Background: an optimization exercise with open tools, aiming at small area, a short achievable clock period and few clock cycles per item. Do not read the settings as production practice. No functional check of the RTL was part of any run shown here.

==> design.v <==
module isg_qmod_unit (
    input  wire        clk,
    input  wire        rst,         
    input  wire        start,       
    input  wire        op,          
    input  wire        variant,     
    input  wire        bit_in,      
    input  wire [31:0] coef_in,     
    input  wire [31:0] qstep,       
    output wire        ready,
    output reg         done,        
    output wire [63:0] coef_out,    
    output reg         bit_out      
);
    wire [31:0] q_in = variant ? 32'h0001_0000 : qstep;
    wire        s_in = coef_in[31];
    wire [30:0] m_in = coef_in[30:0] ^ {31{s_in}};
    wire [31:0] M_in = op ? {m_in, s_in} : {1'b0, m_in};
    wire [4:0] im, iq;
    msb32 u_msbm (.x(M_in), .idx(im));
    msb32 u_msbq (.x(q_in), .idx(iq));
    reg        v0;
    reg [31:0] m0, q0;
    reg [4:0]  im0, iq0;
    reg        bit0, s0;
    wire [5:0] dbl = {1'b0, im0} - {1'b0, iq0};
    wire [4:0] sh0 = dbl[5] ? 5'd0 : dbl[4:0];
    wire       one0 = (im0 <= iq0);         
    reg        v1;          
    reg        first;       
    reg [4:0]  cnt;         
    reg        bitr, sr;
    reg        qprev;       
    reg [31:0] remr;        
    reg [31:0] dr;          
    reg [33:0] acc;         
    wire last  = (cnt == 5'd0);
    wire free1 = ~v1 | last;                
    assign ready = v0 ? one0 : (~v1 | (cnt[4:1] == 4'd0));
    wire [32:0] t  = {1'b0, remr} - {1'b0, dr};
    wire        qb = ~t[32];
    wire [33:0] a    = first ? 34'd0 : acc;
    wire [33:0] dsel = (last & ~bitr) ? {1'b0, dr, 1'b0} : {2'b00, dr};
    wire [33:0] sum  = a + (dsel ^ {34{sr}}) + {33'd0, sr};
    wire        take = qb | (last & bitr);
    always @(posedge clk) begin
        m0      <= M_in;
        q0      <= q_in;
        im0     <= im;
        iq0     <= iq;
        bit0    <= bit_in;
        s0      <= s_in;
        acc     <= take ? sum : a;
        bit_out <= (~first & qprev) ^ qb;
        qprev   <= qb;
        if (free1) begin
            remr <= m0;
            dr   <= q0 << sh0;
            bitr <= bit0;
            sr   <= s0;
            cnt  <= sh0;
        end else begin
            remr <= qb ? t[31:0] : remr;
            dr   <= {1'b0, dr[31:1]};
            cnt  <= cnt - 5'd1;
        end
        if (rst) begin
            v0    <= 1'b0;
            v1    <= 1'b0;
            done  <= 1'b0;
            first <= 1'b0;
        end else begin
            v0    <= ready & start;
            done  <= v1 & last;
            first <= free1 & v0;
            if (free1)
                v1 <= v0;
        end
    end
    assign coef_out = {{30{acc[33]}}, acc};
endmodule
module msb32 (
    input  wire [31:0] x,
    output wire [4:0]  idx
);
    wire [1:0]  o8;     
    wire [15:0] o2;     
    wire [7:0]  o4;     
    wire [3:0]  o8b;    
    genvar k;
    generate
        for (k = 0; k < 16; k = k + 1) begin : g2
            assign o2[k] = x[2*k+1] | x[2*k];
        end
        for (k = 0; k < 8; k = k + 1) begin : g4
            assign o4[k] = o2[2*k+1] | o2[2*k];
        end
        for (k = 0; k < 4; k = k + 1) begin : g8
            assign o8b[k] = o4[2*k+1] | o4[2*k];
        end
    endgenerate
    assign o8 = {o8b[3] | o8b[2], o8b[1] | o8b[0]};
    wire [15:0] hi1;    
    generate
        for (k = 0; k < 16; k = k + 1) begin : gh
            assign hi1[k] = x[2*k+1];
        end
    endgenerate
    assign idx[4] = o8[1];
    assign idx[3] = o8b[{idx[4], 1'b1}];
    assign idx[2] = o4[{idx[4:3], 1'b1}];
    assign idx[1] = o2[{idx[4:2], 1'b1}];
    assign idx[0] = hi1[idx[4:1]];
endmodule
==> run.sh <==
#!/bin/bash
# synth_recipe.tcl (not shown) runs the flow's synth.tcl, then flattens the netlist and writes it again
# the make line also repeats each setting of config.mk as NAME=value (left out here)
make -C /OpenROAD-flow-scripts/flow DESIGN_CONFIG=/design/flow/config.mk WORK_HOME=/design/flow/orfs CLKGATE_MAP_FILE= SYNTH_SCRIPT=/design/flow/synth_recipe.tcl finish
==> config.mk <==
export PLATFORM = sky130hd
export DESIGN_NAME = isg_qmod_unit
export DESIGN_NICKNAME = isg_qmod_unit
export VERILOG_FILES = /design/flow/design.v
export SDC_FILE = /design/flow/constraint.sdc
export NUM_CORES = 4
export LEC_CHECK = 0
export ABC_AREA = 1
export CAP_MARGIN = 20
export CORE_MARGIN = 2
export CORE_UTILIZATION = 40
export PLACE_DENSITY = 0.6
export SETUP_SLACK_MARGIN = 5
export SLEW_MARGIN = 20
==> constraint.sdc <==
create_clock -name core_clock -period 11.0 [get_ports {clk}]
set_input_delay 2.2000 -clock core_clock [delete_from_list [all_inputs] [get_ports {clk}]]
set_output_delay 2.2000 -clock core_clock [all_outputs]
set_load 0.01 [all_outputs]
==> impl_metrics.yaml, run 1 <==
run_status:
  outcome: "no timing/DRC/antenna violations"
floorplanning:
  ioPinCount: 137
  die_x_um: 188
  dieArea_sq_um: 35400
  start_util_pct: 40.5
  die_y_um: 188
  rows: 67
  coreArea_sq_um: 33400
cts:
  cts_made_buffers: 17
  cts_max_level: 4
  postCtsSetupRepairBufs: 0
  clkSinkCount: 187
  clk_path_buf_depth: 2
  clk_pin_slew_worst_paths_ps: 70
  insertion_delay_ps: 450
  cts_tree: "built"
  post_cts_resized: 0
  ctsHoldBuffers: 0
  cts-root-buf: "clkbuf_16"
logic_synthesis:
  synthFlopType: "dfxtp_1"
  ys_ff_latch: 187
  ys_warn_count: 1
  synth_edf_count: 34
  avgSynthCellArea_sq_um: 6.78
  synth_area_sq_um: 13600
  async_reset_ff_share_pct: 0
  synth_seq_area_share_pct: 30.1
  synth_cells: 1999
  synth_nets: 2143
  synthDistinctLibCells: 55
layout:
  antenna_cells: 0
  nets: 2208
  mostFrequentLayoutCells: "nand2_1, inv_1, nand3_1"
  final_common_cell: "nand2_1"
  instances_no_fill: 2525
  fillers: 3446
  multiInputGateArea_sq_um: 7900
  syn_to_final_growth_pct: 15.3
  seq_area_sq_um: 4080
  drive_gt1_share_pct: 5.63
  finalInstanceArea_sq_um: 15600
timing:
  finClkSkew_ps: 10.7
  fin_tns_setup_ps: 0
  fmax_ghz: 0.207
  period_share_pct: 44.0
  finalSetupViolations: 0
  hold_viol: 0
  drv_slew: 0
  hold_ws_ps: 500
  rsz0062_at_grt: "false"
  max-slew-margin-rel_pct: 35.3
  min_period_ps: 4840
  worst_pin_slew_ps: 969
grt:
  track_usage_pct: 20.8
  grt_pass1_vias: 11900
  grt-ovfl-total: 0
  grt_pass1_wl_mm: 59.9
  grt_start_max_net_pins: 93
  antenna_found_initial: 0
worst_setup_path:
  reg2reg_depth: 21
  crit_family: "simple AND/OR/NAND/NOR gates"
  cp.required_ps: 11340
  end_kind: "register"
  r2r_start: "cnt[0]"
  r2r_slack_ps: 6480
  worst-path-buf-inv: 4
  worst-path-max-fanout: 33
  slowest_delay_ps: 450
  r2r_end: "acc[24]"
  arrival_ps: 5180
  crit_chain: "clkdlybuf4s50_1 > buf_4 > inv_2 > nand2_1 > nand3_1 > nand2_1 > nand2_1 > nor2_1 > nand2_1 > nand2_1 > nand2_1 > inv_1 > nand3_2 > and2_1 > nand2_2 > nand3_1 > nand3_1 > nand3_1 > nand2_1 > nand2_1"
  cpMostUsedCell: "nand2_1"
  startpoint_type: "input pin"
  path_class: "input pin to register"
  critical_path.slowest_cell: "clkdlybuf4s50_1"
routing:
  first_pass_iters: 5
  via_count: 12700
  drt-total-wl_mm: 36.8
  viasPerCell: 5.04
  drtAntennaViolNets: 0
  drt_iter0_drc: 959
  wl_per_cell_um: 14.6
  drc: 0
place:
  gp_congestion: 0.918
  place_area_sq_um: 15000
  dp.final_hpwl_mm: 29.2
  placedCellCount: 2493
  numPortBuffers: 136
worst_hold_path:
  worstHoldStart: "v1"
  min_path_cells: 2
  hold_class: "register to register"
  worstHoldEndpoint: "done"
job:
  cap_violations: 0
[routing by layer]
| layer | GRT usage [%] | vias to the layer above | routed length [um] |
|---|---|---|---|
| met5 | 0 | - | 0 |
| met4 | 6.00 | 0 | 872 |
| met3 | 2.66 | 52 | 1630 |
| met2 | 32.2 | 341 | 15800 |
| met1 | 30.2 | 5663 | 18500 |
| li1 | - | 6671 | - |
[logic make-up after synthesis]
| group | after synthesis | share of synthesized area, % |
|---|---|---|
| simple gates | 882 | 28.5 |
| buf+inv | 370 | 11.7 |
| xor+xnor | 93 | 6.01 |
| mux | 1 | 0.0739 |
| flops | 187 | 30.1 |
| fa+ha+maj | 74 | 7.00 |
| compound gates | 392 | 16.6 |
[worst max-delay path by stage]
stage | startpoint | to | cells after the start
5_1_grt | variant | iq0[0] | 21
4_1_cts | coef_in[31] | im0[0] | 22
3_3_place_gp | op | im0[0] | 23
3_5_place_dp | coef_in[31] | im0[0] | 22
2_1_floorplan | op | im0[0] | 22
6_report | coef_in[31] | im0[0] | 20
[through the flow]
step | setup slack (ps) | utilization (%)
after CTS | 6200 | 46.7
after global routing | 5780 | 46.7
after global placement | 5830 | 44.9
after detailed placement | 5730 | 44.9
final | 6160 | 46.7
after floorplan | 6840 | -
[Yosys cell counts, types with 4 or more instances]
cell type,number,area [sq um]
nand2_1,454,1700
inv_1,259,972
nand3_1,184,921
o21ai_0,176,881
dfxtp_1,153,3060
nor2_1,145,544
a21oi_1,86,430
ha_1,71,888
xor2_1,59,517
clkbuf_1,42,158
o211ai_1,39,293
buf_4,35,263
edfxtp_1,34,1020
xnor2_1,34,298
or2_2,31,194
buf_2,19,95.1
o21a_1,17,128
o21ai_1,14,70.1
a31oi_1,12,75.1
nor3_1,12,60.1
nand4_1,11,68.8
nand2_2,10,62.6
o22ai_1,10,62.6
nand3b_1,8,60.1
nand3_2,7,70.1
o221ai_1,7,61.3
a21o_1,6,45.0
o21bai_1,6,45.0
buf_6,5,56.3
nor2_2,5,31.3
a221oi_1,4,35.0
inv_2,4,15.0
nor4_1,4,25.0
[worst min-delay path, delay by kind of cell, from the launching register on]
kind	cells	cell delay, ps
flops	1	320
buf+inv	1	70
simple gates	1	60
[final cells by class]
type	instances	share of cell area, %
clock inverter	12	0.769
sequential	187	26.1
clock buffer	20	3.13
timing repair buffer	150	9.39
multi-input combinational	1442	50.6
tap	448	3.59
inverter	266	6.39
[sequential cells by signal, indices dropped and copies added, names as in the netlist, 5 cells and up]
name	flops
acc	34
dr	32
m0	32
q0	32
remr	32
cnt	5
im0	5
iq0	5
==> inputs of run 2 (changes only) <==
==> flow/run.sh (new file) <==
#!/bin/bash
set -e
export BUFFER_PORTS_ARGS="-buffer_cell sky130_fd_sc_hd__buf_2"
bash standard.sh > standard.log 2>&1
==> standard.sh (new file) <==
#!/bin/bash
# synth_recipe.tcl (not shown) runs the flow's synth.tcl, then flattens the netlist and writes it again
# the make line also repeats each setting of config.mk as NAME=value (left out here)
make -C /OpenROAD-flow-scripts/flow DESIGN_CONFIG=/design/flow/config.mk WORK_HOME=/design/flow/orfs CLKGATE_MAP_FILE= SYNTH_SCRIPT=/design/flow/synth_recipe.tcl "${@:-finish}"
--- a/config.mk
+++ b/config.mk
@@ -8,7 +8,7 @@
 export ABC_AREA = 1
 export CAP_MARGIN = 20
 export CORE_MARGIN = 2
-export CORE_UTILIZATION = 40
-export PLACE_DENSITY = 0.6
+export CORE_UTILIZATION = 50
+export PLACE_DENSITY = 0.7
 export SETUP_SLACK_MARGIN = 5
 export SLEW_MARGIN = 20
removed: run.sh
==> run 2 against run 1 <==
Highest routed layer unchanged. Global-route usage increased by 3.9 points. Die area decreased by 20%. Design area decreased by 5.5%. Non-clock buffer count decreased by 5. Register-to-register slack got worse by 300 ps. Critical path depth unchanged. Count of clock-buffer cells in the layout decreased by 3. Fmax increased by 0.40%. Sequential cell count unchanged. Clock skew decreased by 1.2 ps.
==> impl_metrics.yaml, run 2 <==
run_status:
  outcome: "no timing/DRC/antenna violations"
logic_synthesis:
  synth_cells: 1999
  ys_warn_count: 1
  post-synth-top-count-cell: "nand2_1"
  synth_area_sq_um: 13600
  synth_area_leaders: "dfxtp_1, nand2_1, edfxtp_1"
  async_reset_ff_share_pct: 0
  yosysTopAreaCell: "dfxtp_1"
  synth_nets: 2143
  synth_common_cells: "nand2_1, inv_1, nand3_1"
  synthDistinctLibCells: 55
  synth.top_cell.area_share_pct: 22.6
  ys_ff_latch: 187
  synthFlopType: "dfxtp_1"
  synth_seq_area_share_pct: 30.1
  avgSynthCellArea_sq_um: 6.78
  synth_edf_count: 34
floorplanning:
  ioPinCount: 137
  die_y_um: 169
  start_util_pct: 50.6
  coreArea_sq_um: 26800
  rows: 60
  dieArea_sq_um: 28400
  die_x_um: 169
routing:
  drt_iter0_drc: 1108
  wl_per_cell_um: 14.6
  drtAntennaViolNets: 0
  drc: 0
  viasPerCell: 5.28
  drt-total-wl_mm: 35.2
  via_count: 12700
  first_pass_iters: 5
grt:
  antenna_found_initial: 0
  grt_pass1_vias: 11600
  grt_pass1_wl_mm: 56.9
  grt-ovfl-total: 0
  grt_start_max_net_pins: 88
  track_usage_pct: 24.7
layout:
  mostFrequentLayoutCells: "nand2_1, inv_1, nand3_1"
  drive_gt1_share_pct: 12.0
  nets: 2203
  syn_to_final_growth_pct: 8.94
  largest_reg_flops: 34
  antenna_cells: 0
  multiInputGateArea_sq_um: 7900
  final_common_cell: "nand2_1"
  fillers: 2681
  largest-register: "acc"
  seq_area_sq_um: 4080
worst_setup_path:
  end_kind: "register"
  cp.required_ps: 11310
  r2r_start: "cnt[0]"
  crit_chain: "inv_1 > ha_1 > nand2_1 > nor2_2 > nand2_2 > nand2_1 > o21ai_0 > xor2_1 > fa_1 > nand3b_1 > nand2_1 > a21oi_1 > o21bai_1 > a21oi_1 > o21ai_0 > a21boi_0 > o21ai_0 > a21oi_1 > xor2_1 > o21ai_0"
  worst-path-buf-inv: 1
  reg2reg_depth: 20
  arrival_ps: 5130
  cpMostUsedCell: "o21ai_0"
  critical_path.slowest_cell: "nand2_2"
  r2r_slack_ps: 6180
  slowest_delay_ps: 580
  worst-path-max-fanout: 64
  crit_family: "compound AO/OA/AOI/OAI gates"
  startpoint_type: "register"
  path_class: "register to register"
  r2r_end: "acc[24]"
place:
  dp.final_hpwl_mm: 28.0
  numPortBuffers: 136
  gp_congestion: 0.914
worst_hold_path:
  worstHoldStart: "bit0"
  worstHoldEndpoint: "bitr"
  hold_class: "register to register"
  min_path_cells: 0
cts:
  clk_path_buf_depth: 2
  clkSinkCount: 187
  cts_made_buffers: 17
  ctsHoldBuffers: 0
  post_cts_resized: 0
  clk_pin_slew_worst_paths_ps: 80
  cts-root-buf: "clkbuf_16"
  insertion_delay_ps: 440
  cts_tree: "built"
  cts_max_level: 4
  postCtsSetupRepairBufs: 0
timing:
  period_share_pct: 43.8
  worst_pin_slew_ps: 915
  finClkSkew_ps: 9.45
  drv_slew: 0
  max-slew-margin-rel_pct: 38.9
  min_period_ps: 4820
  rsz0062_at_grt: "false"
  finalSetupViolations: 0
  fmax_ghz: 0.208
  fin_tns_setup_ps: 0
  hold_viol: 0
job:
  cap_violations: 0
run 2: kinds of logic after synthesis:
group	synth area share (%)
AND/OR/NAND/NOR	28.5
AO/OA/AOI/OAI	16.6
buffers and inverters	11.7
flip-flops	30.1
XOR/XNOR	6.01
adder cells (fa/ha/maj)	7.00
multiplexers	0.0739
run 2: metrics by stage:
stage | area [sq um] | cells | setup slack (ps) | hold slack [ps] | util, %
after floorplan | 13600 | 1999 | 6840 | 386 | -
final | 14800 | 2413 | 6180 | 408 | 55.1
after detailed placement | 14200 | 2381 | 5940 | 392 | 52.8
after global routing | 14800 | 2413 | 5750 | 411 | 55.1
after global placement | 14200 | 2381 | 6020 | 389 | 52.8
after CTS | 14800 | 2413 | 6210 | 407 | 55.1
run 2: worst max path at each step:
stage | startpoint | to | slack (ps) | cells past startpoint
floorplan | op | im0[0] | 6840 | 22
global placement | coef_in[31] | im0[0] | 6020 | 20
detailed placement | coef_in[31] | im0[0] | 5940 | 21
CTS | cnt[0] | acc[24] | 6210 | 20
global route | cnt[0] | acc[24] | 5750 | 20
finish | cnt[0] | acc[24] | 6180 | 20
run 2: cell type report:
class / instances / area share, %
Inverter: 266 / 6.76
Sequential cell: 187 / 27.7
Clock buffer: 17 / 2.88
Tap cell: 341 / 2.89
Multi-Input combinational cell: 1442 / 53.5
Clock inverter: 15 / 1.20
Timing Repair Buffer: 145 / 5.07
run 2: metal layers:
metal | GRT usage [%] | up-vias | share of wire (%)
met4 | 8.58 | 0 | 2.5
li1 | - | 6674 | -
met2 | 39.3 | 357 | 44
met3 | 2.78 | 52 | 5.4
met1 | 34.8 | 5665 | 48
met5 | 0 | - | 0
==> inputs of run 3 (changes only) <==
==> flow/run.sh (replaced) <==
#!/bin/bash
set -e
export BUFFER_PORTS_ARGS="-buffer_cell sky130_fd_sc_hd__buf_2"
export SETUP_SLACK_MARGIN=6.5
bash standard.sh > standard.log 2>&1
--- a/config.mk
+++ b/config.mk
@@ -10,5 +10,4 @@
 export CORE_MARGIN = 2
 export CORE_UTILIZATION = 50
 export PLACE_DENSITY = 0.7
-export SETUP_SLACK_MARGIN = 5
 export SLEW_MARGIN = 20
==> run 3 against run 2 <==
Still clean. Synthesized cell count unchanged. Wire length fell by 0.15%. Design area grew 0.70%. Sequential cell count stayed put. Utilization is 0.39 points higher. Hold slack lost 0.55 ps. Non-clock buffer count grew 4. Largest cell class unchanged.
==> impl_metrics.yaml, run 3 <==
worst_hold_path:
  hold_class: "register to register"
worst_setup_path:
  end_kind: "output port"
  path_class: "register to output port"
  r2r_slack_ps: 6880
  r2r_end: "acc[24]"
  critPathCapture: "ready"
  slowest_delay_ps: 410
  startpoint: "im0[0]"
  r2r_start: "cnt[0]"
  reg2reg_depth: 20
  startpoint_type: "register"
  cpMostUsedCell: "nand2_1"
  worst-path-max-fanout: 3
  critical_path.slowest_cell: "fa_1"
  cp.required_ps: 8800
  crit_chain: "inv_1 > ha_1 > inv_1 > fa_1 > nand2_1 > nand2_1 > nand2_1 > nand2_1 > a32oi_1 > buf_2"
  arrival_ps: 2110
routing:
  drc: 0
  first_pass_iters: 8
  via_count: 12700
  viasPerCell: 5.27
  drt-total-wl_mm: 35.1
  drtAntennaViolNets: 0
  wl_per_cell_um: 14.5
  drt_iter0_drc: 988
layout:
  drive_gt1_share_pct: 12.4
  seq_area_sq_um: 4080
  fillers: 2665
  multiInputGateArea_sq_um: 7950
  antenna_cells: 0
  syn_to_final_growth_pct: 9.70
  instances_no_fill: 2417
  largest-register: "acc"
  nets: 2207
  final_common_cell: "nand2_1"
  mostFrequentLayoutCells: "nand2_1, inv_1, nand3_1"
  largest_reg_flops: 34
logic_synthesis:
  ys_ff_latch: 187
  synthFlopType: "dfxtp_1"
  avgSynthCellArea_sq_um: 6.78
  synthDistinctLibCells: 55
  synth_area_sq_um: 13600
  post-synth-top-count-cell: "nand2_1"
  synth_area_leaders: "dfxtp_1, nand2_1, edfxtp_1"
  ys_warn_count: 1
  synth_common_cells: "nand2_1, inv_1, nand3_1"
  synth_nets: 2143
  yosysTopAreaCell: "dfxtp_1"
  synth_cells: 1999
  async_reset_ff_share_pct: 0
  synth.top_cell.area_share_pct: 22.6
  synth_seq_area_share_pct: 30.1
  synth_edf_count: 34
place:
  gp_congestion: 0.914
  placedCellCount: 2381
  dp.final_hpwl_mm: 28.0
  numPortBuffers: 136
floorplanning:
  coreArea_sq_um: 26800
  ioPinCount: 137
  start_util_pct: 50.6
  rows: 60
  dieArea_sq_um: 28400
  die_x_um: 169
  die_y_um: 169
cts:
  cts_max_level: 4
  insertion_delay_ps: 440
  clk_path_buf_depth: 2
  ctsHoldBuffers: 0
  clk_pin_slew_worst_paths_ps: 80
  clkSinkCount: 187
  cts_made_buffers: 17
  cts-root-buf: "clkbuf_16"
  cts_tree: "built"
timing:
  drv_slew: 0
  finalSetupViolations: 0
  hold_viol: 0
  period_share_pct: 39.2
  finClkSkew_ps: 13.3
  max-slew-margin-rel_pct: 39.4
  fin_tns_setup_ps: 0
  rsz0062_at_grt: "true"
  min_period_ps: 4310
  fmax_ghz: 0.232
  worst_pin_slew_ps: 908
run_status:
  outcome: "no timing/DRC/antenna violations"
grt:
  grt_start_max_net_pins: 88
  grt_pass1_vias: 11600
  use_met3_pct: 2.78
  grt_pass1_wl_mm: 56.9
  antenna_found_initial: 0
  top_usage_layer: "met2"
  grt-ovfl-total: 0
  grtUsageMet2_pct: 39.3
  track_usage_pct: 24.7
  met1_usage_pct: 34.8
job:
  cap_violations: 0
run 3: cell counts after synthesis:
Identical to the previous run, type by type.
run 3: cell type report:
cell class	instances	share of cell area (%)
sequential	187	27.5
multi-input combinational	1442	53.5
clock buffer	17	2.86
timing repair buffer	149	5.34
tap	341	2.87
clock inverter	15	1.19
inverter	266	6.81
run 3: how the worst min path moves through the flow:
| stage | startpoint | end | slack (ps) | cells past startpoint |
|---|---|---|---|---|
| floorplan | bit0 | bitr | 390 | 0 |
| global placement | bit0 | bitr | 390 | 0 |
| detailed placement | bit0 | bitr | 390 | 0 |
| CTS | bit0 | bitr | 410 | 0 |
| global route | bit0 | bitr | 410 | 0 |
| finish | bit0 | bitr | 410 | 0 |
run 3: per-stage QoR:
step	util (%)	cell area [sq um]	worst slack, ps	hold WS (ps)
2_1_floorplan	-	13600	6840	386
3_3_place_gp	52.8	14200	6020	389
3_5_place_dp	52.8	14200	5940	392
4_1_cts	55.1	14800	6470	407
5_1_grt	55.5	14900	6470	411
6_report	55.5	14900	6690	408
run 3: kinds of logic (layout without fill, tap and decap cells):
kind of cell               Yosys count  count (layout)  synth area share [%]
and+or+nand+nor                    882             882                  28.5
adders and majority gates           74              74                  7.00
xor gates and xnor gates            93              93                  6.01
buffers and inverters              370             447                  11.7
muxes                                1               1                0.0739
DFF                                187             187                  30.1
AOI/OAI and AO/OA                  392             392                  16.6
run 3: critical path, delay by kind of cell, from the launching register on:
family,cells,cell delay [ps]
flip-flops,1,330
adder cells (fa/ha/maj),2,550
AND/OR/NAND/NOR,4,280
AO/OA/AOI/OAI,1,220
buffers and inverters,3,310
run 3: repair_timing:
action / 4_1_cts / 5_1_grt
endpoints found under the setup margin: 8 / 35
pin swaps: 0 / 2
resized for setup: 4 / 19
cloned: 0 / 0
buffers inserted: 0 / 4
run 3: metal layers:
metal / up-vias / wire (um)
li1: 6684 / -
met5: - / 0
met1: 5655 / 17000
met2: 352 / 15500
met4: 0 / 911
met3: 52 / 1720
==> inputs of run 4 (changes only) <==
==> flow/run.sh (replaced) <==
#!/bin/bash
set -e
export BUFFER_PORTS_ARGS="-buffer_cell sky130_fd_sc_hd__buf_2"
export SETUP_SLACK_MARGIN=7.5
bash standard.sh > standard.log 2>&1
==> run 4 against run 3 <==
Still clean on timing, DRC and antenna. Design area grew 23%. First-iteration DRC count grew 47%. Fmax up 1.6%. Synthesized cell count did not move. Non-clock buffer count rose by 140. Via count grew 12%. Setup slack improved by 69 ps. Critical path type unchanged. Largest cell class unchanged.
==> impl_metrics.yaml, run 4 <==
logic_synthesis:
  synth.top_cell.area_share_pct: 22.6
  synthFlopType: "dfxtp_1"
  synthDistinctLibCells: 55
  synth-compound-area-share_pct: 16.6
  ys_warn_count: 1
  yosysTopAreaCell: "dfxtp_1"
  synth_seq_area_share_pct: 30.1
  synth_area_leaders: "dfxtp_1, nand2_1, edfxtp_1"
  synth_top_family_by_area: "simple AND/OR/NAND/NOR gates"
  ys_ff_latch: 187
  synth_cells: 1999
  synthAdderAreaFrac_pct: 7.00
  synth_area_sq_um: 13600
  synth_edf_count: 34
  synthXorXnorAreaFrac_pct: 6.01
  avgSynthCellArea_sq_um: 6.78
  yosys.area_share.simple_pct: 28.5
  post-synth-top-count-cell: "nand2_1"
  synth_mux_area_share_pct: 0.0739
  async_reset_ff_share_pct: 0
  synth_nets: 2143
  synth_common_cells: "nand2_1, inv_1, nand3_1"
place:
  dp.final_hpwl_mm: 27.4
  numPortBuffers: 136
  gp_congestion: 0.946
timing:
  rsz0062_at_grt: "true"
  period_share_pct: 38.5
  worst_pin_slew_ps: 967
  drv_slew: 0
  fmax_ghz: 0.236
  finClkSkew_ps: 14.5
  fin_tns_setup_ps: 0
  hold_viol: 0
  finalSetupViolations: 0
  max-slew-margin-rel_pct: 35.4
  min_period_ps: 4240
layout:
  largest_reg_flops: 34
  nets: 2362
  syn_to_final_growth_pct: 35.2
  drive_gt1_share_pct: 31.3
  final_common_cell: "nand2_1"
  antenna_cells: 0
  largest-register: "acc"
  mostFrequentLayoutCells: "nand2_1, inv_1, dfxtp_1"
worst_setup_path:
  critical_path.slowest_cell: "dfxtp_2"
  slowest_delay_ps: 340
  startpoint_type: "register"
  worst-path-buf-inv: 3
  cpMostUsedCell: "nand2_1"
  crit_family: "adder cells"
  path_class: "register to output port"
  cp.required_ps: 8800
  end_kind: "output port"
  arrival_ps: 2040
  r2r_slack_ps: 6940
  crit_chain: "inv_2 > ha_4 > inv_4 > fa_2 > nand2_1 > nand2_1 > nand2_1 > nand2_1 > a32oi_2 > buf_2"
  worst-path-max-fanout: 2
grt:
  grt_pass1_vias: 12600
  grt_start_max_net_pins: 69
  grt-ovfl-total: 0
  track_usage_pct: 27.3
  antenna_found_initial: 0
  grt_pass1_wl_mm: 62.6
routing:
  wl_per_cell_um: 16.7
  drc: 0
  via_count: 14300
  first_pass_iters: 8
  drt_iter0_drc: 1450
  drt-total-wl_mm: 43.0
  viasPerCell: 5.55
  drtAntennaViolNets: 0
cts:
  cts_tree: "built"
  cts_max_level: 4
  cts-root-buf: "clkbuf_16"
  cts_made_buffers: 17
  ctsHoldBuffers: 0
  clk_pin_slew_worst_paths_ps: 80
  insertion_delay_ps: 450
  clk_path_buf_depth: 2
  clkSinkCount: 187
floorplanning:
  coreArea_sq_um: 26800
  start_util_pct: 50.6
  dieArea_sq_um: 28400
  rows: 60
  die_y_um: 169
  ioPinCount: 137
  die_x_um: 169
worst_hold_path:
  hold_class: "register to register"
run_status:
  outcome: "no timing/DRC/antenna violations"
job:
  cap_violations: 0
run 4: changes by cell type in the layout (fill, tap and decap cells not counted), moves of 32 or more:
cell	previous run	this run
nand3_2	7	47
buf_6	1	33
nand3_1	184	119
buf_4	12	100
nand2_2	11	72
o21ai_0	175	128
nand2_1	451	371
run 4: area by class of cell:
cell class                      count  area, sq um
Inverter                          266         1090
Multi-Input combinational cell   1449         9660
Timing Repair Buffer              289         2360
Clock buffer                       19          464
Timing Repair inverter              8         93.8
Fill cell                        2117         8470
Clock inverter                     13          145
Sequential cell                   187         4090
Tap cell                          341          427
run 4: per-layer routing:
| metal | routed length, um | vias up | GRT usage (%) |
|---|---|---|---|
| met5 | 0 | - | 0 |
| met4 | 1880 | 0 | 10.2 |
| met3 | 2810 | 154 | 3.90 |
| met2 | 20000 | 607 | 44.4 |
| met1 | 18300 | 6505 | 36.8 |
| li1 | - | 7001 | - |
run 4: timing repair:
action                     CTS  global route
pin swaps                   89           114
buffers inserted            80            53
gates resized for setup    266           250
setup endpoints to repair  114            59
cloned                      16            10
run 4: through the flow:
stage	utilization, %	hold slack [ps]	instance area, sq um	instances	setup slack [ps]
2_1_floorplan	-	386	13700	1999	6900
3_3_place_gp	53.2	391	14300	2381	5970
3_5_place_dp	53.2	398	14300	2381	5930
4_1_cts	62.7	412	16800	2509	6810
5_1_grt	68.4	419	18300	2572	6690
6_report	68.4	413	18300	2572	6760
run 4: path summary, 6_finish.rpt:
check / endpoint / from / depth (start not counted)
worst min-delay path: bitr / bit0 / 0
worst min register to register: bitr / bit0 / 0
worst max-delay path: ready / im0[0] / 10
worst max register to register: dr[28] / im0[0] / 35
run 4: logic make-up (layout without fill, tap and decap cells):
logic type               after synthesis  after routing
multiplexers                           1              1
XOR/XNOR                              93             93
AND/OR/NAND/NOR                      882            889
adder cells (fa/ha/maj)               74             74
buffers and inverters                370            595
flip-flops                           187            187
AO/OA/AOI/OAI                        392            392
==> inputs of run 5 (changes only) <==
==> flow/run.sh (replaced) <==
#!/bin/bash
set -e
export BUFFER_PORTS_ARGS="-buffer_cell sky130_fd_sc_hd__buf_2"
export SETUP_SLACK_MARGIN=7.0
bash standard.sh > standard.log 2>&1
==> run 5 against run 4 <==
Highest routed layer unchanged. Clock skew fell by 4.3 ps. Synthesized cell count unchanged. Setup slack improved by 65 ps. Fmax up 1.5%. Still clean on timing, DRC and antenna. Critical endpoint unchanged. Sequential share of layout area increased by 4.2 points. Count of clock-buffer cells in the layout is 2 lower.
==> impl_metrics.yaml, run 5 <==
worst_setup_path:
  startpoint_type: "register"
  r2r_start: "cnt[0]"
  end_kind: "output port"
  r2r_end: "acc[32]"
  cp.required_ps: 8800
  arrival_ps: 1970
  worst-path-max-fanout: 2
  path_class: "register to output port"
  reg2reg_depth: 23
  r2r_slack_ps: 7270
  startpoint: "im0[0]"
  critPathCapture: "ready"
timing:
  worst_pin_slew_ps: 946
  rsz0062_at_grt: "true"
  min_period_ps: 4170
  max-slew-margin-rel_pct: 36.8
  hold_ws_ps: 408
  finalSetupViolations: 0
  drv_slew: 0
  hold_viol: 0
  finClkSkew_ps: 10.3
  fin_tns_setup_ps: 0
  period_share_pct: 38.0
  setup_ws_ps: 6830
  fmax_ghz: 0.240
worst_hold_path:
  min_path_cells: 0
  hold_class: "register to register"
routing:
  wl_per_cell_um: 14.8
  viasPerCell: 5.33
  first_pass_iters: 6
  drc: 0
  drtAntennaViolNets: 0
  via_count: 13000
  drt_iter0_drc: 1058
  drt-total-wl_mm: 36.1
logic_synthesis:
  synth_seq_area_share_pct: 30.1
  post-synth-top-count-cell: "nand2_1"
  synthFlopType: "dfxtp_1"
  synth_common_cells: "nand2_1, inv_1, nand3_1"
  synth.top_cell.area_share_pct: 22.6
  ys_warn_count: 1
  synth_edf_count: 34
  synth_area_sq_um: 13600
  ys_ff_latch: 187
  avgSynthCellArea_sq_um: 6.78
  synth_nets: 2143
  synth_area_leaders: "dfxtp_1, nand2_1, edfxtp_1"
  yosysTopAreaCell: "dfxtp_1"
  synth_cells: 1999
  synthDistinctLibCells: 55
  async_reset_ff_share_pct: 0
cts:
  cts_tree: "built"
  clkSinkCount: 187
  cts_made_buffers: 17
  insertion_delay_ps: 440
  clk_path_buf_depth: 2
  cts_max_level: 4
  ctsHoldBuffers: 0
  cts-root-buf: "clkbuf_16"
  clk_pin_slew_worst_paths_ps: 70
layout:
  syn_to_final_growth_pct: 13.7
  antenna_cells: 0
  mostFrequentLayoutCells: "nand2_1, inv_1, nand3_1"
  fillers: 2613
  drive_gt1_share_pct: 16.3
  final_common_cell: "nand2_1"
  largest_reg_flops: 34
  multiInputGateArea_sq_um: 8230
  seq_area_sq_um: 4090
  finalInstanceArea_sq_um: 15400
  largest-register: "acc"
  nets: 2231
place:
  place_ws_ps: 5920
  place_area_sq_um: 14200
  dp.final_hpwl_mm: 27.9
  gp_congestion: 0.896
  numPortBuffers: 136
grt:
  grt-ovfl-total: 0
  antenna_found_initial: 0
  grt_start_max_net_pins: 65
  grt_pass1_wl_mm: 58.3
  track_usage_pct: 25.2
  grt_pass1_vias: 11700
floorplanning:
  rows: 60
  dieArea_sq_um: 28400
  start_util_pct: 50.6
  ioPinCount: 137
  coreArea_sq_um: 26800
  die_y_um: 169
  die_x_um: 169
run_status:
  outcome: "no timing/DRC/antenna violations"
job:
  cap_violations: 0
-- run 5: cell counts after synthesis --
No cell type changed its count.
-- run 5: metal layers --
layer  global-route usage [%]  vias to the layer above  routed length (um)
met4                     7.80                        0                 838
met2                     40.5                      348               16300
met5                        0                        -                   0
met1                     35.9                     5874               17300
met3                     2.41                       51                1620
li1                         -                     6726                   -
-- run 5: cell type report --
type	count	share of cell area (%)
Clock buffer	17	2.76
Clock inverter	15	0.983
Inverter	266	6.70
Multi-Input combinational cell	1442	53.4
Sequential cell	187	26.5
Tap cell	341	2.77
Timing Repair Buffer	171	6.77
Timing Repair inverter	2	0.0812
-- run 5: repair_timing --
action                                  in CTS  in global routing
pin swaps                                   13                 29
gates resized for setup                     40                 74
gates cloned                                 1                  2
endpoints found under the setup margin      33                 43
setup buffers                                5                 20
-- run 5: worst min-delay path by stage --
stage               slack (ps)  endpoint  startpoint
detailed placement         390        sr          s0
CTS                        410        sr          s0
global route               420        sr          s0
floorplan                  390      bitr        bit0
finish                     410        sr          s0
global placement           390      bitr        bit0
-- run 5: cells by family (layout without fill, tap and decap cells) --
family / after synthesis / in the layout / share of synthesized area [%]
adders and majority gates: 74 / 74 / 7.00
buffers and inverters: 370 / 471 / 11.7
xor gates and xnor gates: 93 / 93 / 6.01
AOI/OAI and AO/OA: 392 / 392 / 16.6
DFF: 187 / 187 / 30.1
muxes: 1 / 1 / 0.0739
and+or+nand+nor: 882 / 882 / 28.5
-- run 5: worst max-delay path, stage by stage, from the launching register on --
cell     delay [ps]
dfxtp_2         340
inv_2            60
ha_4            130
inv_4            40
fa_2            340
nand2_2          80
nand2_2          50
nand2_2          70
nand2_2          50
a32oi_2         210
buf_2           170
-- run 5: per-stage QoR --
stage / utilization [%] / instances
3_5_place_dp: 53.1 / 2381
6_report: 57.5 / 2441
2_1_floorplan: - / 1999
5_1_grt: 57.5 / 2441
4_1_cts: 55.9 / 2419
3_3_place_gp: 53.1 / 2381
==> inputs of run 6 (changes only) <==
--- a/design.v
+++ b/design.v
@@ -34,15 +34,24 @@
     reg [31:0] remr;        
     reg [31:0] dr;          
     reg [33:0] acc;         
-    wire last  = (cnt == 5'd0);
+    reg  last;              
+    reg  lb0, lb1;          
     wire free1 = ~v1 | last;                
-    assign ready = v0 ? one0 : (~v1 | (cnt[4:1] == 4'd0));
+    reg  ready_r;
+    assign ready = ready_r;
+    wire       acc_n  = ready & start & ~rst;            
+    wire       v1_n   = ~rst & (free1 ? v0 : v1);        
+    wire [4:0] cnt_n  = free1 ? sh0 : cnt - 5'd1;        
+    wire       one_in = (im <= iq);                      
+    wire       ready_n = acc_n ? one_in : (~v1_n | (cnt_n[4:1] == 4'd0));
+    wire last_n = free1 ? one0 : (cnt == 5'd1);
+    wire bit_n  = free1 ? bit0 : bitr;
     wire [32:0] t  = {1'b0, remr} - {1'b0, dr};
     wire        qb = ~t[32];
     wire [33:0] a    = first ? 34'd0 : acc;
-    wire [33:0] dsel = (last & ~bitr) ? {1'b0, dr, 1'b0} : {2'b00, dr};
+    wire [33:0] dsel = lb0 ? {1'b0, dr, 1'b0} : {2'b00, dr};
     wire [33:0] sum  = a + (dsel ^ {34{sr}}) + {33'd0, sr};
-    wire        take = qb | (last & bitr);
+    wire        take = qb | lb1;
     always @(posedge clk) begin
         m0      <= M_in;
         q0      <= q_in;
@@ -53,6 +62,10 @@
         acc     <= take ? sum : a;
         bit_out <= (~first & qprev) ^ qb;
         qprev   <= qb;
+        ready_r <= ready_n;
+        last    <= last_n;
+        lb0     <= last_n & ~bit_n;
+        lb1     <= last_n & bit_n;
         if (free1) begin
             remr <= m0;
             dr   <= q0 << sh0;
==> flow/run.sh (replaced) <==
#!/bin/bash
set -e
export BUFFER_PORTS_ARGS="-buffer_cell sky130_fd_sc_hd__buf_2"
export SETUP_SLACK_MARGIN=6.5
bash standard.sh > standard.log 2>&1
==> run 6 against run 5 <==
Sequential cell count rose by 4. Critical path depth rose by 11. Fmax down 8.1%. Largest cell class unchanged. Highest routed layer unchanged.
==> impl_metrics.yaml, run 6 <==
floorplanning:
  rows: 60
  die_y_um: 170
  die_x_um: 170
  start_util_pct: 50.8
  coreArea_sq_um: 27000
  dieArea_sq_um: 28700
  ioPinCount: 137
routing:
  drt_iter0_drc: 1194
  drt-total-wl_mm: 37.8
  first_pass_iters: 7
  viasPerCell: 5.34
  drtAntennaViolNets: 0
  wl_per_cell_um: 15.2
  via_count: 13300
  drc: 0
cts:
  cts_tree: "built"
  cts_max_level: 4
  insertion_delay_ps: 440
  cts_made_buffers: 17
  clkSinkCount: 191
  clk_pin_slew_worst_paths_ps: 80
  clk_path_buf_depth: 2
  cts-root-buf: "clkbuf_16"
timing:
  fin_tns_setup_ps: 0
  rsz0062_at_grt: "true"
  period_share_pct: 41.3
  min_period_ps: 4540
  worst_pin_slew_ps: 908
  max-slew-margin-rel_pct: 39.5
  drv_slew: 0
  hold_viol: 0
  finClkSkew_ps: 12.8
  setup_ws_ps: 6460
  fmax_ghz: 0.220
  finalSetupViolations: 0
place:
  numPortBuffers: 136
  gp_congestion: 0.942
  place_ws_ps: 5370
  place_area_sq_um: 14400
  placedCellCount: 2424
  dp.final_hpwl_mm: 27.9
worst_setup_path:
  arrival_ps: 4930
  cpMostUsedCell: "nand3_1"
  r2r_slack_ps: 6870
  crit_chain: "buf_2 > inv_1 > nor2_1 > nor3_2 > nand3_1 > nand2_1 > nand2_1 > inv_1 > nand3_1 > nand3_1 > nand2_2 > nand2_1 > nand3_1 > nand3_1 > nand3_1 > nand2_1 > inv_1 > ha_2 > inv_1 > o211ai_1 > o21a_1"
  end_kind: "register"
  path_class: "input pin to register"
  startpoint_type: "input pin"
  r2r_start: "lb0"
  cp.required_ps: 11380
  worst-path-max-fanout: 5
  r2r_end: "acc[28]"
  slowest_delay_ps: 350
  critical_path.slowest_cell: "nor3_2"
  reg2reg_depth: 18
logic_synthesis:
  async_reset_ff_share_pct: 0
  yosys.area_share.simple_pct: 29.3
  synth_area_sq_um: 13700
  synth_area_leaders: "dfxtp_1, nand2_1, inv_1"
  synth_mux_area_share_pct: 0.219
  synth_edf_count: 33
  synth_top_family_by_area: "simple AND/OR/NAND/NOR gates"
  ys_warn_count: 1
  synthFlopType: "dfxtp_1"
  synthXorXnorAreaFrac_pct: 5.63
  ys_ff_latch: 191
  synthAdderAreaFrac_pct: 7.38
  yosysTopAreaCell: "dfxtp_1"
  avgSynthCellArea_sq_um: 6.72
  synth_common_cells: "nand2_1, inv_1, nand3_1"
  synth.top_cell.area_share_pct: 23.1
  post-synth-top-count-cell: "nand2_1"
  synth_nets: 2187
  synthDistinctLibCells: 54
  synth_seq_area_share_pct: 30.3
  synth-compound-area-share_pct: 15.5
  synth_cells: 2038
layout:
  largest-register: "acc"
  drive_gt1_share_pct: 17.4
  mostFrequentLayoutCells: "nand2_1, inv_1, o21ai_0"
  antenna_cells: 0
  seq_area_sq_um: 4150
  multiInputGateArea_sq_um: 8440
  finalInstanceArea_sq_um: 16000
  syn_to_final_growth_pct: 16.5
  largest_reg_flops: 34
  fillers: 2541
  nets: 2285
  final_common_cell: "nand2_1"
  instances_no_fill: 2490
worst_hold_path:
  hold_class: "register to register"
  min_path_cells: 0
  worstHoldEndpoint: "sr"
  worstHoldStart: "s0"
run_status:
  outcome: "no timing/DRC/antenna violations"
grt:
  grt-ovfl-total: 0
  grt_pass1_vias: 11500
  antenna_found_initial: 0
  track_usage_pct: 24.7
  grt_pass1_wl_mm: 57.4
  grt_start_max_net_pins: 88
job:
  cap_violations: 0
run 6: cell count changes in the layout (fill, tap and decap cells not counted), sizes merged, moves of 7 or more:
cell,change
o21ai,-7
nand2,+58
clkbuf,+7
inv,+14
or2,-11
run 6: through the flow:
| step | hold slack, ps | utilization (%) |
|---|---|---|
| after global routing | 430 | 59.2 |
| final | 410 | 59.2 |
| after global placement | 393 | 53.4 |
| after detailed placement | 394 | 53.4 |
| after floorplan | 386 | - |
| after CTS | 414 | 56.8 |
run 6: final cells by class:
type,count,area share (%)
multi-input cells,1470,52.9
flip-flops and latches,191,26.0
repair buffers,175,7.31
inverters,277,6.81
clock buffers,19,2.98
well taps,341,2.67
clock inverters,13,0.996
repair inverters,4,0.345
run 6: what timing repair did:
item	in CTS	in global routing
hold buffers	0	0
gates resized for setup	46	95
pin swaps	14	43
cloned	4	9
endpoints found under the setup margin	4	5
buffers inserted	7	14
run 6: cells by family (layout without fill, tap and decap cells):
| logic type | Yosys count | after routing |
|---|---|---|
| buffers and inverters | 379 | 488 |
| AND/OR/NAND/NOR | 927 | 929 |
| multiplexers | 3 | 3 |
| XOR/XNOR | 88 | 88 |
| adder cells (fa/ha/maj) | 79 | 79 |
| AO/OA/AOI/OAI | 371 | 371 |
| flip-flops | 191 | 191 |
run 6: worst max path at each step:
stage | start | endpoint | slack, ps
global route | qstep[26] | ready_r | 6290
detailed placement | coef_in[31] | ready_r | 5370
global placement | coef_in[31] | ready_r | 5430
finish | qstep[13] | ready_r | 6460
floorplan | variant | ready_r | 6430
CTS | variant | ready_r | 6470
run 6: critical path, delay by kind of cell:
| family | cells | cell delay [ps] |
|---|---|---|
| and+or+nand+nor | 13 | 1690 |
| buffers and inverters | 5 | 440 |
| adders and majority gates | 1 | 310 |
| AOI/OAI and AO/OA | 2 | 280 |
run 6: metal layers:
metal | wire (um) | track usage (%)
met5 | 0 | 0
met4 | 861 | 6.87
met3 | 2040 | 2.19
met2 | 17400 | 39.9
met1 | 17500 | 35.3
==> inputs of run 7 (changes only) <==
==> flow/run.sh (replaced) <==
#!/bin/bash
set -e
export BUFFER_PORTS_ARGS="-buffer_cell sky130_fd_sc_hd__buf_2"
export SETUP_SLACK_MARGIN=7.0
bash standard.sh > standard.log 2>&1
==> run 7 against run 6 <==
Die area unchanged. Wire length decreased by 1.3%. Still clean.
==> impl_metrics.yaml, run 7 <==
run_status:
  outcome: "no timing/DRC/antenna violations"
layout:
  final_common_cell: "nand2_1"
  syn_to_final_growth_pct: 16.0
  instances_no_fill: 2488
  drive_gt1_share_pct: 17.2
  antenna_cells: 0
  largest-register: "acc"
  largest_reg_flops: 34
  nets: 2283
  postLayoutCoreUtil_pct: 59.0
  mostFrequentLayoutCells: "nand2_1, inv_1, o21ai_0"
  fillers: 2570
floorplanning:
  ioPinCount: 137
  start_util_pct: 50.8
  die_y_um: 170
  coreArea_sq_um: 27000
  die_x_um: 170
  rows: 60
  dieArea_sq_um: 28700
place:
  dp.final_hpwl_mm: 28.3
  gp_congestion: 0.914
  numPortBuffers: 136
  placedCellCount: 2424
logic_synthesis:
  ys_warn_count: 1
  yosysTopAreaCell: "dfxtp_1"
  synth_seq_area_share_pct: 30.3
  synthDistinctLibCells: 54
  synth_cells: 2038
  synth_nets: 2187
  synth_area_sq_um: 13700
  synth.top_cell.area_share_pct: 23.1
  synth_edf_count: 33
  avgSynthCellArea_sq_um: 6.72
  synth_common_cells: "nand2_1, inv_1, nand3_1"
  synthFlopType: "dfxtp_1"
  post-synth-top-count-cell: "nand2_1"
  synth_area_leaders: "dfxtp_1, nand2_1, inv_1"
  async_reset_ff_share_pct: 0
  ys_ff_latch: 191
worst_setup_path:
  end_kind: "register"
  arrival_ps: 4820
  worst-path-max-fanout: 15
  cp.required_ps: 11340
  startpoint_type: "input pin"
  path_class: "input pin to register"
timing:
  finClkSkew_ps: 12.8
  period_share_pct: 40.7
  fmax_ghz: 0.223
  hold_viol: 0
  finalSetupViolations: 0
  max-slew-margin-rel_pct: 41.1
  min_period_ps: 4480
  rsz0062_at_grt: "true"
  worst_pin_slew_ps: 876
  drv_slew: 0
  fin_tns_setup_ps: 0
routing:
  wl_per_cell_um: 15.0
  drt_iter0_drc: 1148
  viasPerCell: 5.26
  first_pass_iters: 5
  drc: 0
  drt-total-wl_mm: 37.3
  via_count: 13100
  drtAntennaViolNets: 0
cts:
  insertion_delay_ps: 440
  clkSinkCount: 191
  cts_max_level: 4
  clk_pin_slew_worst_paths_ps: 80
  cts-root-buf: "clkbuf_16"
  clk_path_buf_depth: 2
  cts_tree: "built"
  cts_made_buffers: 17
  ctsHoldBuffers: 0
grt:
  grt-ovfl-total: 0
  grt_pass1_vias: 11900
  antenna_found_initial: 0
  track_usage_pct: 25.6
  grt_pass1_wl_mm: 59.4
  grt_start_max_net_pins: 65
job:
  cap_violations: 0
worst_hold_path:
  hold_class: "register to register"
[run 7: cell counts after synthesis]
No cell type changed its count.
[run 7: area by class of cell]
| cell class | instances | area [sq um] | area share [%] |
|---|---|---|---|
| multi-input cells | 1470 | 8440 | 53.1 |
| flip-flops and latches | 191 | 4150 | 26.1 |
| repair buffers | 173 | 1140 | 7.15 |
| inverters | 277 | 1090 | 6.86 |
| clock buffers | 18 | 450 | 2.83 |
| well taps | 341 | 427 | 2.68 |
| clock inverters | 14 | 143 | 0.898 |
| repair inverters | 4 | 47.5 | 0.299 |
[run 7: repair_timing]
action | in CTS | in global routing
gates cloned | 7 | 4
buffers inserted | 11 | 10
setup endpoints to repair | 35 | 25
pin swaps | 30 | 25
gates resized for setup | 89 | 38
[run 7: worst max-delay path: stages]
cell      delay [ps]
buf_16           150
inv_16            80
nand2_1           90
nand3_2           90
nand2_2           80
nor2_4           130
nand2_4           80
nor2_4           130
nand2_4           90
nor2_4           120
nand2_4           90
nand2_8          110
nand2_2           70
nand2_4           70
inv_1             50
nand2_2           80
inv_6             60
nand3_1          110
nand3_2           80
nand3_2           90
nand3_2           80
nand2_2          110
inv_2             40
ha_1             190
o221ai_1         140
o211ai_1         110
o21a_1           110
[run 7: worst paths after layout]
| check | from | cells after the start | to | slack, ps |
|---|---|---|---|---|
| hold reg to reg | s0 | 0 | sr | 410 |
| setup reg to reg | remr[0] | 19 | remr[26] | 7360 |
| setup / recovery | coef_in[31] | 27 | ready_r | 6520 |
| hold / removal | s0 | 0 | sr | 410 |
[run 7: per-stage QoR]
step                      instance area [sq um]  hold slack, ps  setup WS, ps
after floorplan                           13900             386          6430
after global placement                    14500             392          5430
after detailed placement                  14500             391          5370
after CTS                                 15600             410          6620
after global routing                      15900             421          6320
final                                     15900             408          6520
[run 7: logic make-up after synthesis]
| kind of cell | after synthesis | synth area share (%) |
|---|---|---|
| mux | 3 | 0.219 |
| xor+xnor | 88 | 5.63 |
| compound gates | 371 | 15.5 |
| flops | 191 | 30.3 |
| fa+ha+maj | 79 | 7.38 |
| simple gates | 927 | 29.3 |
| buf+inv | 379 | 11.7 |
[run 7: metal layers]
metal | up-vias | global-route usage, % | routed length [um]
li1 | 6825 | - | -
met2 | 355 | 41.0 | 17000
met5 | - | 0 | 0
met3 | 53 | 2.80 | 1600
met4 | 0 | 8.25 | 884
met1 | 5866 | 36.0 | 17800
==> inputs of run 8 (changes only) <==
--- a/design.v
+++ b/design.v
@@ -23,35 +23,36 @@
     reg [31:0] m0, q0;
     reg [4:0]  im0, iq0;
     reg        bit0, s0;
-    wire [5:0] dbl = {1'b0, im0} - {1'b0, iq0};
-    wire [4:0] sh0 = dbl[5] ? 5'd0 : dbl[4:0];
-    wire       one0 = (im0 <= iq0);         
+    wire [5:0] dbl  = {1'b0, im0} - {1'b0, iq0};
+    wire [3:0] c0   = dbl[5] ? 4'd0 : dbl[4:1];
+    wire       one0 = (c0 == 4'd0);          
     reg        v1;          
     reg        first;       
-    reg [4:0]  cnt;         
+    reg [3:0]  cnt;         
     reg        bitr, sr;
-    reg        qprev;       
     reg [31:0] remr;        
     reg [31:0] dr;          
     reg [33:0] acc;         
-    reg  last;              
-    reg  lb0, lb1;          
+    wire last  = (cnt == 4'd0);
     wire free1 = ~v1 | last;                
-    reg  ready_r;
-    assign ready = ready_r;
-    wire       acc_n  = ready & start & ~rst;            
-    wire       v1_n   = ~rst & (free1 ? v0 : v1);        
-    wire [4:0] cnt_n  = free1 ? sh0 : cnt - 5'd1;        
-    wire       one_in = (im <= iq);                      
-    wire       ready_n = acc_n ? one_in : (~v1_n | (cnt_n[4:1] == 4'd0));
-    wire last_n = free1 ? one0 : (cnt == 5'd1);
-    wire bit_n  = free1 ? bit0 : bitr;
-    wire [32:0] t  = {1'b0, remr} - {1'b0, dr};
-    wire        qb = ~t[32];
+    assign ready = v0 ? one0 : (~v1 | (cnt[3:1] == 3'd0));
+    wire [35:0] ta = {4'd0, remr} - {3'd0, dr, 1'b0};
+    wire [35:0] tb = {4'd0, remr} - {4'd0, dr};
+    wire [35:0] tc = {4'd0, remr} - {3'd0, dr, 1'b0} - {4'd0, dr};
+    wire        q1 = ~ta[35];
+    wire        q2 = q1 ? ~tc[35] : ~tb[35];
+    wire [31:0] r2 = q1 ? (q2 ? tc[31:0] : ta[31:0])
+                        : (q2 ? tb[31:0] : remr);
+    wire [33:0] S    = {34{sr}};
     wire [33:0] a    = first ? 34'd0 : acc;
-    wire [33:0] dsel = lb0 ? {1'b0, dr, 1'b0} : {2'b00, dr};
-    wire [33:0] sum  = a + (dsel ^ {34{sr}}) + {33'd0, sr};
-    wire        take = qb | lb1;
+    wire [33:0] ds   = {1'b0, dr, 1'b0} ^ S;           
+    wire [33:0] sum1 = a + ds + {33'd0, sr};
+    wire [33:0] p1   = q1 ? sum1 : a;
+    wire        lb0  = last & ~bitr;
+    wire [33:0] b2   = lb0 ? ds : {sr, ds[33:1]};      
+    wire [33:0] sum2 = p1 + b2 + {33'd0, sr};
+    wire        take = q2 | (last & bitr);
+    wire [33:0] acc_n = take ? sum2 : p1;
     always @(posedge clk) begin
         m0      <= M_in;
         q0      <= q_in;
@@ -59,23 +60,18 @@
         iq0     <= iq;
         bit0    <= bit_in;
         s0      <= s_in;
-        acc     <= take ? sum : a;
-        bit_out <= (~first & qprev) ^ qb;
-        qprev   <= qb;
-        ready_r <= ready_n;
-        last    <= last_n;
-        lb0     <= last_n & ~bit_n;
-        lb1     <= last_n & bit_n;
+        acc     <= acc_n;
+        bit_out <= q1 ^ q2;
         if (free1) begin
             remr <= m0;
-            dr   <= q0 << sh0;
+            dr   <= q0 << {c0, 1'b0};
             bitr <= bit0;
             sr   <= s0;
-            cnt  <= sh0;
+            cnt  <= c0;
         end else begin
-            remr <= qb ? t[31:0] : remr;
-            dr   <= {1'b0, dr[31:1]};
-            cnt  <= cnt - 5'd1;
+            remr <= r2;
+            dr   <= {2'b00, dr[31:2]};
+            cnt  <= cnt - 4'd1;
         end
         if (rst) begin
             v0    <= 1'b0;
==> run.sh (new file) <==
#!/bin/bash
# synth_recipe.tcl (not shown) runs the flow's synth.tcl, then flattens the netlist and writes it again
# the make line also repeats each setting of config.mk as NAME=value (left out here)
make -C /OpenROAD-flow-scripts/flow DESIGN_CONFIG=/design/flow/config.mk WORK_HOME=/design/flow/orfs CLKGATE_MAP_FILE= SYNTH_SCRIPT=/design/flow/synth_recipe.tcl finish
--- a/config.mk
+++ b/config.mk
@@ -8,6 +8,7 @@
 export ABC_AREA = 1
 export CAP_MARGIN = 20
 export CORE_MARGIN = 2
-export CORE_UTILIZATION = 50
-export PLACE_DENSITY = 0.7
+export CORE_UTILIZATION = 40
+export PLACE_DENSITY = 0.6
+export SETUP_SLACK_MARGIN = 5
 export SLEW_MARGIN = 20
removed: flow/run.sh
removed: standard.sh
==> run 8 against run 7 <==
Count of clock-buffer cells in the layout did not move. Setup slack got worse by 1200 ps. Utilization decreased by 14 points.
==> impl_metrics.yaml, run 8 <==
place:
  placedCellCount: 3669
  gp_congestion: 1.02
  numPortBuffers: 136
  dp.final_hpwl_mm: 53.1
worst_setup_path:
  arrival_ps: 3490
  reg2reg_depth: 23
  critical_path.slowest_cell: "clkdlybuf4s50_1"
  end_kind: "output port"
  r2r_start: "remr[1]"
  crit_chain: "inv_1 > ha_1 > nand2_1 > nand2_1 > a31oi_1 > or2_1 > nand2_1 > a21o_1 > nand3_4 > clkinvlp_4 > nor2_4 > clkinvlp_4 > o31ai_2 > clkdlybuf4s50_1"
  slowest_delay_ps: 590
  path_class: "register to output port"
  r2r_end: "acc[5]"
  cpMostUsedCell: "nand2_1"
  startpoint_type: "register"
  critPathCapture: "ready"
  worst-path-max-fanout: 7
  cp.required_ps: 8800
  r2r_slack_ps: 5400
  startpoint: "iq0[2]"
logic_synthesis:
  synth_area_leaders: "dfxtp_1, nand2_1, ha_1"
  post-synth-top-count-cell: "nand2_1"
  yosysTopAreaCell: "dfxtp_1"
  synth_nets: 3259
  synth_seq_area_share_pct: 21.1
  ys_ff_latch: 185
  synth_area_sq_um: 19200
  async_reset_ff_share_pct: 0
  synth_edf_count: 34
  synthDistinctLibCells: 63
  synth.top_cell.area_share_pct: 15.7
  avgSynthCellArea_sq_um: 6.37
  synth_common_cells: "nand2_1, inv_1, a21oi_1"
  synth_cells: 3017
  ys_warn_count: 1
  synthFlopType: "dfxtp_1"
grt:
  grt-ovfl-total: 0
  grt_pass1_wl_mm: 102
  track_usage_pct: 26.0
  antenna_found_initial: 0
  grt_pass1_vias: 19000
  grt_start_max_net_pins: 71
routing:
  drt_iter0_drc: 1509
  viasPerCell: 5.37
  wl_per_cell_um: 17.5
  via_count: 19900
  drt-total-wl_mm: 65.0
  first_pass_iters: 8
  drtAntennaViolNets: 0
  drc: 0
layout:
  final_common_cell: "nand2_1"
  drive_gt1_share_pct: 4.30
  fillers: 5081
  instances_no_fill: 3710
  seq_area_sq_um: 4040
  mostFrequentLayoutCells: "nand2_1, inv_1, a21oi_1"
  syn_to_final_growth_pct: 12.1
  antenna_cells: 0
  multiInputGateArea_sq_um: 12900
  largest_reg_flops: 34
  largest-register: "acc"
  nets: 3325
cts:
  clk_path_buf_depth: 2
  cts_tree: "built"
  cts_made_buffers: 17
  ctsHoldBuffers: 0
  cts-root-buf: "clkbuf_16"
  insertion_delay_ps: 500
  clkSinkCount: 185
  cts_max_level: 4
  clk_pin_slew_worst_paths_ps: 80
timing:
  rsz0062_at_grt: "true"
  finalSetupViolations: 0
  max-slew-margin-rel_pct: 32.4
  drv_slew: 0
  fmax_ghz: 0.176
  worst_pin_slew_ps: 1010
  period_share_pct: 51.7
  hold_viol: 0
  finClkSkew_ps: 13.6
  min_period_ps: 5690
  fin_tns_setup_ps: 0
floorplanning:
  ioPinCount: 137
  rows: 80
  coreArea_sq_um: 47500
  die_y_um: 223
  die_x_um: 223
  dieArea_sq_um: 49800
  start_util_pct: 40.4
worst_hold_path:
  hold_class: "register to register"
  min_path_cells: 0
job:
  cap_violations: 0
run_status:
  outcome: "no timing/DRC/antenna violations"
## run 8: cell count changes after synthesis, moves of 13 or more
cell      change
o211ai_1     -28
o21ai_1      +24
nor2_1      +118
a21oi_1     +184
nand2_1     +178
o21a_1       +20
ha_1         +90
xnor2_1      +69
nor3_1       +24
o21ai_0      +63
nand2_2      -15
or2_2        -13
xor2_1       +21
inv_1       +158
## run 8: cell families after synthesis
group	after synthesis	synth area share, %
muxes	3	0.156
AOI/OAI and AO/OA	689	20.0
and+or+nand+nor	1234	27.1
adders and majority gates	172	11.4
xor gates and xnor gates	178	8.12
buffers and inverters	556	12.1
DFF	185	21.1
## run 8: final cells by class
class	instances	area share, %
inverters	442	7.80
multi-input cells	2276	59.9
clock buffers	18	1.99
well taps	615	3.57
repair buffers	161	7.21
clock inverters	13	0.697
flip-flops and latches	185	18.8
## run 8: worst min-delay path by stage
stage | from | to | slack (ps)
CTS | s0 | sr | 420
global route | s0 | sr | 430
finish | s0 | sr | 420
global placement | s0 | sr | 390
floorplan | bit0 | bitr | 390
detailed placement | s0 | sr | 400
## run 8: metal layers
layer  GRT usage (%)  vias up  wire length (um)
met3            3.65      112              3570
met4            8.96        0              1910
met5               0        -                 0
met1            33.9     9213             29300
met2            44.0      624             30200
li1                -     9985                 -
## run 8: metrics by stage
step	setup WS (ps)	area (sq um)	hold WS, ps	utilization, %
6_report	5310	21500	417	45.3
5_1_grt	4980	21500	431	45.3
4_1_cts	4840	21400	423	45.0
3_5_place_dp	4850	20800	403	43.8
3_3_place_gp	4970	20800	386	43.8
2_1_floorplan	6110	19200	386	-
## run 8: timing repair
action                                  CTS  global route
pin swaps                                 0             2
gates resized for setup                   3            19
buffers inserted                          0            10
endpoints found under the setup margin   27            87
endpoints found under the hold margin     0             0
## run 8: worst max-delay path, delay by kind of cell, from the launching register on
family          cells  cell delay [ps]
fa+ha+maj           1              310
simple gates        6              790
compound gates      3              650
flops               1              310
buf+inv             4              940

## separate check: timing with driven ports
The results above use ideal ports. As a check the final layouts listed here were re-extracted and re-timed, cells and wires unchanged.
Step 1, drivers: a clkbuf_16 drives clk and a buf_2 each remaining input, both assumed.
Step 2 also shifts input and output timing later by t, the mid clock arrival at the registers, as if the neighbouring blocks saw the same clock.
Slacks: ideal / step 1 / step 2; pairs: ideal / step 1.
run | shift t [ns] | setup slack, ns | clock arrival spread, ns
run 1 | 0.493 | 6.162 / 6.186 / 5.697 | 0.011 / 0.011
run 2 | 0.484 | 6.181 / 6.181 / 5.911 | 0.011 / 0.010
run 3 | 0.485 | 6.692 / 6.641 / 6.283 | 0.015 / 0.014
run 4 | 0.489 | 6.761 / 6.709 / 6.329 | 0.015 / 0.015
run 5 | 0.481 | 6.825 / 6.776 / 6.439 | 0.010 / 0.011
run 6 | 0.480 | 6.458 / 6.218 / 5.737 | 0.016 / 0.017
run 7 | 0.484 | 6.522 / 6.316 / 5.832 | 0.014 / 0.014
run 8 | 0.554 | 5.308 / 5.250 / 4.952 | 0.015 / 0.015
After both steps setup and hold are still met in every run listed. For run 6, which loses most, drivers alone change the setup slack by -0.240 ns; drivers and shift together by -0.721 ns.
